From an optimization exercise on the open Yosys and OpenROAD flow, aimed at small area; shortcuts taken in it are not production practice. Only simulation tests tie the RTL to the original design; equivalence was not proved.

==> v35 <==
==> flow/design.v <==
module adsb_nl (
    input  wire [5:0] k,
    input  wire [4:0] i,
    output wire       t
);
    wire [31:0] thr =
        (k == 6'd1) ? 32'd1037950429 :
        (k == 6'd2) ? 32'd1037950429 :
        (k == 6'd3) ? 32'd1032407177 :
        (k == 6'd4) ? 32'd1023101966 :
        (k == 6'd5) ? 32'd1012796976 :
        (k == 6'd6) ? 32'd1002060437 :
        (k == 6'd7) ? 32'd991087498 :
        (k == 6'd8) ? 32'd979963238 :
        (k == 6'd9) ? 32'd968730034 :
        (k == 6'd10) ? 32'd957410632 :
        (k == 6'd11) ? 32'd946017636 :
        (k == 6'd12) ? 32'd934557930 :
        (k == 6'd13) ? 32'd923034936 :
        (k == 6'd14) ? 32'd911449850 :
        (k == 6'd15) ? 32'd899802360 :
        (k == 6'd16) ? 32'd888091077 :
        (k == 6'd17) ? 32'd876313802 :
        (k == 6'd18) ? 32'd864467698 :
        (k == 6'd19) ? 32'd852549394 :
        (k == 6'd20) ? 32'd840555054 :
        (k == 6'd21) ? 32'd828480416 :
        (k == 6'd22) ? 32'd816320814 :
        (k == 6'd23) ? 32'd804071180 :
        (k == 6'd24) ? 32'd791726040 :
        (k == 6'd25) ? 32'd779279499 :
        (k == 6'd26) ? 32'd766725216 :
        (k == 6'd27) ? 32'd754056370 :
        (k == 6'd28) ? 32'd741265620 :
        (k == 6'd29) ? 32'd728345060 :
        (k == 6'd30) ? 32'd715286153 :
        (k == 6'd31) ? 32'd702079665 :
        (k == 6'd32) ? 32'd688715585 :
        (k == 6'd33) ? 32'd675183027 :
        (k == 6'd34) ? 32'd661470113 :
        (k == 6'd35) ? 32'd647563848 :
        (k == 6'd36) ? 32'd633449950 :
        (k == 6'd37) ? 32'd619112672 :
        (k == 6'd38) ? 32'd604534562 :
        (k == 6'd39) ? 32'd589696198 :
        (k == 6'd40) ? 32'd574575848 :
        (k == 6'd41) ? 32'd559149056 :
        (k == 6'd42) ? 32'd543388133 :
        (k == 6'd43) ? 32'd527261513 :
        (k == 6'd44) ? 32'd510732935 :
        (k == 6'd45) ? 32'd493760396 :
        (k == 6'd46) ? 32'd476294774 :
        (k == 6'd47) ? 32'd458278008 :
        (k == 6'd48) ? 32'd439640620 :
        (k == 6'd49) ? 32'd420298293 :
        (k == 6'd50) ? 32'd400147003 :
        (k == 6'd51) ? 32'd379055882 :
        (k == 6'd52) ? 32'd356856387 :
        (k == 6'd53) ? 32'd333325099 :
        (k == 6'd54) ? 32'd308154920 :
        (k == 6'd55) ? 32'd280903326 :
        (k == 6'd56) ? 32'd250890454 :
        (k == 6'd57) ? 32'd216970575 :
        (k == 6'd58) ? 32'd176907011 :
        (k == 6'd59) ? 32'd124917588 :
        (k == 6'd0) ? 32'd1037950429 :
        32'd0;
    assign t = thr[i];
endmodule
module adsb_cpr (
    input  wire       clk,
    input  wire       active,
    input  wire       x,
    input  wire [5:0] m,
    input  wire       rnd,
    input  wire       sub_en,
    output wire       p,
    output wire       q
);
    reg  [5:0] acc;
    reg        bw;
    wire [6:0] s  = {1'b0, acc} + (x ? {1'b0, m} : 7'd0) + {6'd0, rnd};
    wire       xs = x & sub_en;
    assign p = s[0];
    assign q = p ^ xs ^ bw;
    wire   bw_n = (~p & xs) | (~p & bw) | (xs & bw);
    always @(posedge clk) begin
        acc <= active ? s[6:1] : 6'd0;
        bw  <= active & bw_n;
    end
endmodule
module adsb_encoder (
    input  wire         clk,
    input  wire         rst,
    input  wire         in_valid,
    output wire         in_ready,
    input  wire [1:0]   op,
    input  wire [23:0]  icao,
    input  wire [2:0]   ca,
    input  wire [4:0]   tc,
    input  wire [1:0]   ss,
    input  wire         nicsb,
    input  wire         tbit,
    input  wire         surface,
    input  wire [31:0]  alt,       
    input  wire [31:0]  lat,       
    input  wire [31:0]  lon,       
    input  wire [63:0]  name,      
    input  wire [87:0]  msg,       
    output wire         out_valid,
    input  wire         out_ready,
    output wire [111:0] frame_e,   
    output wire [111:0] frame_o,
    output wire [7:0]   diag,
    output wire [23:0]  crc,
    output wire         err
);
    localparam [1:0] S_IDLE = 2'd0, S_RUN = 2'd1, S_DONE = 2'd2;
    localparam [2:0] P_SAR = 3'd0, P_ALT = 3'd1, P_XZ = 3'd2, P_YZ = 3'd3, P_CRC = 3'd4;
    localparam [7:0]  CRC_LAST = 8'd225;         
    localparam [23:0] G1   = 24'hFFFA04;         
    localparam [23:0] CINJ = 24'h9A8044;         
    reg [1:0]   state;
    reg [2:0]   phase;
    reg [7:0]   step;
    reg [1:0]   op_r;
    reg         surf, sgn;
    reg [5:0]   C;           
    reg [4:0]   A;           
    reg [1:0]   nc;          
    reg         nbw;         
    reg         st;          
    reg [106:24] E;
    reg [57:24]  O;
    reg [23:0]   CE, CO;
    assign in_ready = (state == S_IDLE);
    wire accept = in_valid & in_ready;
    wire run = (state == S_RUN);
    wire pS = run & (phase == P_SAR);
    wire pA = run & (phase == P_ALT);
    wire pX = run & (phase == P_XZ);
    wire pY = run & (phase == P_YZ);
    wire pC = run & (phase == P_CRC);
    wire is_op0 = (op_r == 2'd0);
    wire s_le16 = (step <= 8'd16);
    wire s_le33 = (step <= 8'd33);
    wire s_le82 = (step <= 8'd82);
    wire s_le87 = (step <= 8'd87);
    wire [7:0] f8 = step - 8'd36;
    wire [3:0] f  = f8[3:0];
    wire in_alt = (step >= 8'd36) & (step <= 8'd47);
    wire nstep  = pA & in_alt & (step != 8'd40) & (step != 8'd42);
    wire e_rot = pA | pX | pY | (pC & s_le82);
    wire o_rot = ((pS | pX | pY | pC) & s_le33)
               | (pA & (step >= 8'd36) & (step <= 8'd71) & (step != 8'd40) & (step != 8'd42))
               | (pC & (op_r == 2'd2) & ~s_le82 & s_le87);
    wire aux_rot = pS | (pY & (step >= (surf ? 8'd6 : 8'd2)) & s_le33);
    wire clr     = pY & ~s_le33;
    wire wr = is_op0 & (nstep | (pX & s_le16) | (pY & (step >= 8'd17) & s_le33));
    wire mact = (pA & (step >= 8'd68)) | (pX & s_le16) | (pY & (step >= 8'd2) & s_le33);
    wire kl4  = (pA & (step <= 8'd71)) | (pY & (step <= 8'd5));
    wire xraw = pY ? CE[0] : (surf ? E[35] : E[39]);
    wire xm   = xraw & ~(surf & kl4);
    wire rnd  = (pA & (step == 8'd82)) | (pY & (step == 8'd16));
    wire [5:0] mm = pY ? 6'd60 : C;
    wire sub_en = pY | (C != 6'd1);
    wire mp, mq;
    adsb_cpr u_cpr (.clk(clk), .active(mact), .x(xm), .m(mm), .rnd(rnd),
                    .sub_en(sub_en), .p(mp), .q(mq));
    wire [4:0] bi = step[4:0];
    wire thr_bit;
    adsb_nl u_nl (.k(C), .i(bi), .t(thr_bit));
    wire a_bit = CE[0] ^ sgn;              
    wire st_p  = (bi == 5'd0) ? ~sgn : st;  
    wire st_n  = (a_bit ^ thr_bit) ? thr_bit : st_p;
    wire acc_ok = (st_n & ~(&C[5:2])) | (C == 6'd1);   
    wire [2:0] bpos = 3'd5 - step[7:5];
    localparam [159:0] W25 = 160'h161861b8f0410416cecb92635be1861b8f041041;
    wire [4:0] w25 = W25[5*bi +: 5];
    wire [5:0] a_sum = {1'b0, (step == 8'd0) ? 5'd0 : A} + (O[24] ? {1'b0, w25} : 6'd0);
    wire [5:0] a_red = (a_sum >= 6'd25) ? a_sum - 6'd25 : a_sum;
    wire r_bit = (f == 4'd0) ? A[0] : (f == 4'd1) ? A[1] : (f == 4'd2) ? A[2] :
                 (f == 4'd3) ? A[3] : (f == 4'd5) ? A[4] : 1'b0;
    wire first = (f == 4'd0);
    wire nbw_p = ~first & nbw;
    wire [1:0] nc_p = first ? 2'd0 : nc;
    wire u_bit = O[24] ^ r_bit ^ nbw_p;
    wire nbw_n = (~O[24] & (r_bit | nbw_p)) | (r_bit & nbw_p);
    wire u3  = (f >= 4'd3) & O[55];
    wire u5  = (f >= 4'd7) & O[53];
    wire k40 = (f == 4'd3) | (f == 4'd7);
    wire [2:0] n_sum = {2'b00, u_bit} + {2'b00, u3} + {2'b00, u5} + {2'b00, k40} + {1'b0, nc_p};
    wire n_bit = n_sum[0];
    wire df   = (step == 8'd83) | (step == 8'd87);
    wire b_e  = s_le82 ? E[24] : s_le87 ? ((op_r == 2'd2) ? O[24] : df) : 1'b0;
    wire b_o  = s_le33 ? O[24] : (step == 8'd34) ? 1'b1 : s_le82 ? E[24] : s_le87 ? df : 1'b0;
    wire [23:0] ce_l = {1'b0, CE[23:1]} ^ (CE[0] ? G1 : 24'd0) ^ (b_e ? CINJ : 24'd0);
    wire [23:0] co_l = {1'b0, CO[23:1]} ^ (CO[0] ? G1 : 24'd0) ^ (b_o ? CINJ : 24'd0);
    reg [47:0] id_chars;
    reg [7:0]  id_bad;
    integer ci;
    reg [7:0] ch;
    reg letter, digit;
    always @* begin
        for (ci = 0; ci < 8; ci = ci + 1) begin
            ch = name[63 - 8*ci -: 8];
            letter = (ch[7:6] == 2'b01) & (ch[4:0] != 5'd0) & (ch[4:0] <= 5'd26);
            digit  = (ch[7:4] == 4'b0011) & (ch[3:0] <= 4'd9);
            id_chars[47 - 6*ci -: 6] = {~letter, ch[4:0] & {5{letter | digit}}};
            id_bad[ci] = ~(letter | digit | (ch == 8'h5F));
        end
    end
    wire [82:0] ld_pos = {ca, icao, tc, ss, nicsb,
                          id_chars[47:43], 1'b0, id_chars[41], 1'b1, id_chars[39:36],
                          tbit, 1'b0, id_chars[33:32], lon};
    wire [82:0] ld_id  = {ca, icao, 8'b00001000, id_chars};
    wire [82:0] ld_e   = op[1] ? msg[82:0] : op[0] ? ld_id : ld_pos;
    wire [33:0] ld_o   = {2'b00, alt[31:8],
                          op[0] ? id_bad[7:5] : alt[7:5],
                          op[0] ? id_bad[4:0] : op[1] ? msg[87:83] : alt[4:0]};
    wire last = pS ? (step == 8'd191) : pC ? (step == CRC_LAST) : (step == 8'd82);
    always @(posedge clk) begin
        if (rst) begin
            state <= S_IDLE;
        end else begin
            case (state)
                S_IDLE: if (in_valid) state <= (op == 2'd3) ? S_DONE : S_RUN;
                S_RUN:  if (pC & last) state <= S_DONE;
                default: if (out_ready) state <= S_IDLE;
            endcase
        end
    end
    always @(posedge clk) begin
        if (accept) begin
            phase <= P_SAR;
            step  <= 8'd0;
        end else if (run) begin
            if (last) begin
                phase <= phase + 3'd1;
                step  <= 8'd0;
            end else begin
                step <= step + 8'd1;
            end
        end
    end
    integer j;
    always @(posedge clk) begin
        if (accept) begin
            op_r <= op;
            surf <= surface;
            sgn  <= lat[31];
            C    <= 6'b100000;
        end
        if (pS) begin
            st <= st_n;
            if (bi == 5'd31)
                for (j = 0; j < 6; j = j + 1)
                    if (j == bpos) C[j] <= acc_ok;
                    else if (j + 1 == bpos) C[j] <= 1'b1;
        end
        if (pS & (step < 8'd32))
            A <= a_red[4:0];
        if (nstep) begin
            nbw <= nbw_n;
            nc  <= n_sum[2:1];
        end
    end
    always @(posedge clk) begin
        if (accept)
            E <= ld_e;
        else if (e_rot)
            E <= {wr ? (pA ? n_bit : mp) : E[24], E[106:25]};
        if (accept)
            O <= ld_o;
        else if (o_rot)
            O <= {wr ? (pA ? u_bit : mq) : O[24], O[57:25]};
        if (accept) begin
            CE <= lat[23:0];
            CO[7:0] <= lat[31:24];
        end else if (pC) begin
            CE <= ce_l;
            CO <= co_l;
        end else if (aux_rot) begin
            CE <= {CO[0], CE[23:1]};
            CO[7:0] <= {CE[0], CO[7:1]};
        end else if (clr) begin
            CE <= {CO[0], CE[23:1]};
            CO <= {1'b0, CO[23:1]};
        end
    end
    assign out_valid = (state == S_DONE);
    assign frame_e   = {5'b10001, E, CE};
    assign frame_o   = {5'b10001, E[106:59], 1'b1, O, CO};
    assign crc       = CE;
    assign diag      = O[31:24];
    assign err       = (op_r == 2'd3);
endmodule
==> flow/run.sh <==
#!/bin/bash
# synth_recipe.tcl (not shown) runs the flow's synth.tcl, then flattens the netlist and writes it again
# the make line also repeats each setting of config.mk as NAME=value (left out here)
make -C /OpenROAD-flow-scripts/flow DESIGN_CONFIG=/design/flow/config.mk WORK_HOME=/design/flow/orfs CLKGATE_MAP_FILE= SYNTH_SCRIPT=/design/flow/synth_recipe.tcl finish
==> flow/config.mk <==
export PLATFORM = sky130hd
export DESIGN_NAME = adsb_encoder
export DESIGN_NICKNAME = adsb_encoder
export VERILOG_FILES = /design/flow/design.v
export SDC_FILE = /design/flow/constraint.sdc
export NUM_CORES = 4
export LEC_CHECK = 0
export CAP_MARGIN = 20
export CORE_MARGIN = 2
export CORE_UTILIZATION = 40
export PLACE_DENSITY = 0.6
export SLEW_MARGIN = 20
==> flow/constraint.sdc <==
create_clock -name core_clock -period 34.0 [get_ports {clk}]
set_input_delay 6.8000 -clock core_clock [delete_from_list [all_inputs] [get_ports {clk}]]
set_output_delay 6.8000 -clock core_clock [all_outputs]
set_load 0.01 [all_outputs]
==> inputs of v39, as changes to v35 <==
--- a/flow/design.v
+++ b/flow/design.v
@@ -6,3 +6,3 @@
     wire [31:0] thr =
-        (k == 6'd1) ? 32'd1037950429 :
+        (k == 6'd1) ? 32'hFFFFFFFF :
         (k == 6'd2) ? 32'd1037950429 :
@@ -65,3 +65,2 @@
         (k == 6'd59) ? 32'd124917588 :
-        (k == 6'd0) ? 32'd1037950429 :
         32'd0;
@@ -72,2 +71,3 @@
     input  wire       active,
+    input  wire       hold,
     input  wire       x,
@@ -87,4 +87,6 @@
     always @(posedge clk) begin
-        acc <= active ? s[6:1] : 6'd0;
-        bw  <= active & bw_n;
+        if (~hold) begin
+            acc <= active ? s[6:1] : 6'd0;
+            bw  <= active & bw_n;
+        end
     end
@@ -129,3 +131,2 @@
     reg [4:0]   A;           
-    reg [1:0]   nc;          
     reg         nbw;         
@@ -144,9 +145,19 @@
     wire is_op0 = (op_r == 2'd0);
-    wire s_le16 = (step <= 8'd16);
-    wire s_le33 = (step <= 8'd33);
-    wire s_le82 = (step <= 8'd82);
-    wire s_le87 = (step <= 8'd87);
-    wire [7:0] f8 = step - 8'd36;
-    wire [3:0] f  = f8[3:0];
-    wire in_alt = (step >= 8'd36) & (step <= 8'd47);
+    function ge(input [7:0] v, input [7:0] k);
+        integer b;
+        reg r;
+        begin
+            r = 1'b1;
+            for (b = 0; b < 8; b = b + 1)
+                r = k[b] ? (v[b] & r) : (v[b] | r);
+            ge = r;
+        end
+    endfunction
+    wire s_le16 = ~ge(step, 8'd17);
+    wire s_le33 = ~ge(step, 8'd34);
+    wire s_le82 = ~ge(step, 8'd83);
+    wire s_le87 = ~ge(step, 8'd88);
+    wire [1:0] f_hi = step[3:2] - 2'd1;
+    wire [3:0] f = {f_hi, step[1:0]};
+    wire in_alt = ge(step, 8'd36) & ~ge(step, 8'd48);
     wire nstep  = pA & in_alt & (step != 8'd40) & (step != 8'd42);
@@ -154,16 +165,16 @@
     wire o_rot = ((pS | pX | pY | pC) & s_le33)
-               | (pA & (step >= 8'd36) & (step <= 8'd71) & (step != 8'd40) & (step != 8'd42))
+               | (pA & ge(step, 8'd36) & ~ge(step, 8'd72) & (step != 8'd40) & (step != 8'd42))
                | (pC & (op_r == 2'd2) & ~s_le82 & s_le87);
-    wire aux_rot = pS | (pY & (step >= (surf ? 8'd6 : 8'd2)) & s_le33);
+    wire aux_rot = pS | (pY & (surf ? ge(step, 8'd6) : ge(step, 8'd2)) & s_le33);
     wire clr     = pY & ~s_le33;
-    wire wr = is_op0 & (nstep | (pX & s_le16) | (pY & (step >= 8'd17) & s_le33));
-    wire mact = (pA & (step >= 8'd68)) | (pX & s_le16) | (pY & (step >= 8'd2) & s_le33);
-    wire kl4  = (pA & (step <= 8'd71)) | (pY & (step <= 8'd5));
+    wire wr = is_op0 & (nstep | (pX & s_le16) | (pY & ge(step, 8'd17) & s_le33));
+    wire mact = (pA & ge(step, 8'd68)) | (pA & in_alt) | (pX & s_le16) | (pY & ge(step, 8'd2) & s_le33);
+    wire kl4  = (pA & ~ge(step, 8'd72)) | (pY & ~ge(step, 8'd6));
     wire xraw = pY ? CE[0] : (surf ? E[35] : E[39]);
-    wire xm   = xraw & ~(surf & kl4);
-    wire rnd  = (pA & (step == 8'd82)) | (pY & (step == 8'd16));
-    wire [5:0] mm = pY ? 6'd60 : C;
+    wire xm   = (pA & in_alt) ? u_bit : xraw & ~(surf & kl4);
+    wire rnd  = (pA & ((step == 8'd82) | (step == 8'd39) | (step == 8'd43))) | (pY & (step == 8'd16));
+    wire [5:0] mm = pY ? 6'd60 : (pA & in_alt) ? 6'd41 : C;
     wire sub_en = pY | (C != 6'd1);
     wire mp, mq;
-    adsb_cpr u_cpr (.clk(clk), .active(mact), .x(xm), .m(mm), .rnd(rnd),
+    adsb_cpr u_cpr (.clk(clk), .active(mact), .hold(pA & ((step == 8'd40) | (step == 8'd42))), .x(xm), .m(mm), .rnd(rnd),
                     .sub_en(sub_en), .p(mp), .q(mq));
@@ -175,7 +186,8 @@
     wire st_n  = (a_bit ^ thr_bit) ? thr_bit : st_p;
-    wire acc_ok = (st_n & ~(&C[5:2])) | (C == 6'd1);   
+    wire acc_ok = st_n & ~(&C[5:2]);       
     wire [2:0] bpos = 3'd5 - step[7:5];
-    localparam [159:0] W25 = 160'h161861b8f0410416cecb92635be1861b8f041041;
-    wire [4:0] w25 = W25[5*bi +: 5];
-    wire [5:0] a_sum = {1'b0, (step == 8'd0) ? 5'd0 : A} + (O[24] ? {1'b0, w25} : 6'd0);
+    wire [4:0] a_p  = (step == 8'd0) ? 5'd0 : A;
+    wire [5:0] a_h6 = {1'b0, a_p} + (a_p[0] ? 6'd25 : 6'd0);
+    wire [4:0] a_h  = a_h6[5:1];
+    wire [5:0] a_sum = {1'b0, a_h} + (O[24] ? ((bi == 5'd31) ? 6'd2 : 6'd23) : 6'd0);
     wire [5:0] a_red = (a_sum >= 6'd25) ? a_sum - 6'd25 : a_sum;
@@ -185,10 +197,4 @@
     wire nbw_p = ~first & nbw;
-    wire [1:0] nc_p = first ? 2'd0 : nc;
     wire u_bit = O[24] ^ r_bit ^ nbw_p;
     wire nbw_n = (~O[24] & (r_bit | nbw_p)) | (r_bit & nbw_p);
-    wire u3  = (f >= 4'd3) & O[55];
-    wire u5  = (f >= 4'd7) & O[53];
-    wire k40 = (f == 4'd3) | (f == 4'd7);
-    wire [2:0] n_sum = {2'b00, u_bit} + {2'b00, u3} + {2'b00, u5} + {2'b00, k40} + {1'b0, nc_p};
-    wire n_bit = n_sum[0];
     wire df   = (step == 8'd83) | (step == 8'd87);
@@ -216,6 +222,18 @@
     wire [82:0] ld_id  = {ca, icao, 8'b00001000, id_chars};
-    wire [82:0] ld_e   = op[1] ? msg[82:0] : op[0] ? ld_id : ld_pos;
-    wire [33:0] ld_o   = {2'b00, alt[31:8],
-                          op[0] ? id_bad[7:5] : alt[7:5],
-                          op[0] ? id_bad[4:0] : op[1] ? msg[87:83] : alt[4:0]};
+    wire s_msg = accept & op[1];
+    wire s_id  = accept & ~op[1] & op[0];
+    wire s_pos = accept & ~op[1] & ~op[0];
+    wire s_keep = ~accept;
+    wire [82:0] e_ring = {wr ? mp : E[24], E[106:25]};
+    wire [82:0] e_next = ({83{s_msg}} & msg[82:0]) | ({83{s_id}} & ld_id)
+                       | ({83{s_pos}} & ld_pos) | ({83{s_keep}} & e_ring);
+    wire s_oalt = accept & ~op[0] & ~op[1];
+    wire s_obad = accept & op[0];
+    wire s_omsg = accept & ~op[0] & op[1];
+    wire [33:0] o_ring = {(wr & ~pA) ? mq : O[24], O[57:25]};
+    wire [33:0] o_next = ({34{accept}} & {2'b00, alt[31:8], 8'd0})
+                       | ({34{s_oalt}} & {26'd0, alt[7:0]})
+                       | ({34{s_obad}} & {26'd0, id_bad})
+                       | ({34{s_omsg}} & {29'd0, msg[87:83]})
+                       | ({34{s_keep}} & o_ring);
     wire last = pS ? (step == 8'd191) : pC ? (step == CRC_LAST) : (step == 8'd82);
@@ -260,3 +278,3 @@
         end
-        if (pS & (step < 8'd32))
+        if (pS & (step[7:5] == 3'd0))
             A <= a_red[4:0];
@@ -264,3 +282,2 @@
             nbw <= nbw_n;
-            nc  <= n_sum[2:1];
         end
@@ -268,10 +285,6 @@
     always @(posedge clk) begin
-        if (accept)
-            E <= ld_e;
-        else if (e_rot)
-            E <= {wr ? (pA ? n_bit : mp) : E[24], E[106:25]};
-        if (accept)
-            O <= ld_o;
-        else if (o_rot)
-            O <= {wr ? (pA ? u_bit : mq) : O[24], O[57:25]};
+        if (accept | e_rot)
+            E <= e_next;
+        if (accept | o_rot)
+            O <= o_next;
         if (accept) begin
==> flow/flow/run.sh (new file) <==
#!/bin/bash
# The standard layout (the standard.sh), with the smallest buffer cell
# (sky130_fd_sc_hd__buf_1) as the buffer that buffer_ports puts on every
# input and output port. Its output goes to standard.log.
export BUFFER_PORTS_ARGS="-buffer_cell sky130_fd_sc_hd__buf_1"
bash standard.sh > standard.log 2>&1
==> flow/standard.sh (new file) <==
#!/bin/bash
# synth_recipe.tcl (not shown) runs the flow's synth.tcl, then flattens the netlist and writes it again
# the make line also repeats each setting of config.mk as NAME=value (left out here)
make -C /OpenROAD-flow-scripts/flow DESIGN_CONFIG=/design/flow/config.mk WORK_HOME=/design/flow/orfs CLKGATE_MAP_FILE= SYNTH_SCRIPT=/design/flow/synth_recipe.tcl "${@:-finish}"
CTS_BUF_LIST = sky130_fd_sc_hd__clkbuf_4   (was not set)
removed: flow/run.sh
==> impl_metrics.prom <==
# TYPE chip_impl_metric gauge
chip_impl_metric{name="slowest_delay",unit="ps"} 670
chip_impl_metric{name="synthSimpleGateAreaFrac",unit="%"} 20.6
chip_impl_metric{name="gr-usage-met3",unit="%"} 7.25
chip_impl_metric{name="dpl.hpwl",unit="um"} 62600
chip_impl_metric{name="global_route_wire_length_before_repair",unit="um"} 115000
chip_impl_info{name="run_status",value="no timing/DRC/antenna violations"} 1
chip_impl_metric{name="power_frac_clock",unit="%"} 26.7
chip_impl_metric{name="floorplan_row_count",unit=""} 73
chip_impl_info{name="capture_point_of_the_worst_path",value="E[46]"} 1
chip_impl_metric{name="power_combinational",unit="mW"} 0.342
chip_impl_metric{name="coreArea",unit="sq um"} 39900
chip_impl_metric{name="synth_compound_area_share",unit="%"} 23.8
chip_impl_metric{name="irDropWorstVdd",unit="mV"} 0.0353
chip_impl_metric{name="detailedRoute.firstIterationViolations",unit=""} 2526
chip_impl_metric{name="seq_power",unit="mW"} 0.378
# the run above: v35

==> impl_metrics.prom <==
# TYPE chip_impl_metric gauge
chip_impl_info{name="capture_point_of_the_worst_path",value="E[44]"} 1
chip_impl_metric{name="global_route_wire_length_before_repair",unit="um"} 98400
chip_impl_metric{name="gr-usage-met3",unit="%"} 5.26
chip_impl_metric{name="slowest_delay",unit="ps"} 780
chip_impl_info{name="worstHoldEndpoint",value="CO[8]"} 1
chip_impl_metric{name="power_combinational",unit="mW"} 0.189
chip_impl_metric{name="floorplan_row_count",unit=""} 72
chip_impl_metric{name="synthSimpleGateAreaFrac",unit="%"} 20.7
chip_impl_metric{name="power_frac_clock",unit="%"} 30.7
chip_impl_metric{name="dpl.hpwl",unit="um"} 49600
chip_impl_metric{name="detailedRoute.firstIterationViolations",unit=""} 1747
chip_impl_info{name="run_status",value="no timing/DRC/antenna violations"} 1
chip_impl_info{name="clock_tree_from_tritoncts",value="built"} 1
chip_impl_metric{name="max_slew_margin",unit="%"} 28.4
chip_impl_metric{name="fin_area",unit="sq um"} 18000
chip_impl_metric{name="seq_power",unit="mW"} 0.345
chip_impl_metric{name="ys.warnings.count",unit=""} 2
chip_impl_metric{name="coreArea",unit="sq um"} 38600
chip_impl_metric{name="irDropWorstVdd",unit="mV"} 0.0268
chip_impl_metric{name="synth_compound_area_share",unit="%"} 23.3
chip_impl_metric{name="first_global_vias",unit=""} 15600
# the run above: v39

==> static timing again, ports no longer ideal <==
In the flow no input, the clock included, has a driving cell. The finished layouts below were timed again as built, in two steps.
Step 1 assumes that a clkbuf_16 drives the clock port and a buf_2 every other input.
Step 2 adds t to the input delays and takes it off the output delays; t is the mean of the earliest and latest rising clock arrival at the registers after step 1. Input paths then give back, and output paths get back, about the clock's delay inside the block.
a / b / c = ideal ports / drivers / drivers and shift; a / b = the first two.
run | t, ns | setup slack, ns | worst setup path after step 2
v35 | 0.594 | 25.036 / 25.044 / 24.450 | input to register
v39 | 0.805 | 25.067 / 25.066 / 24.261 | input to register
After both steps every run listed still meets setup and hold. For v39, which loses most, drivers alone change the setup slack by -0.001 ns; drivers and shift together by -0.806 ns.
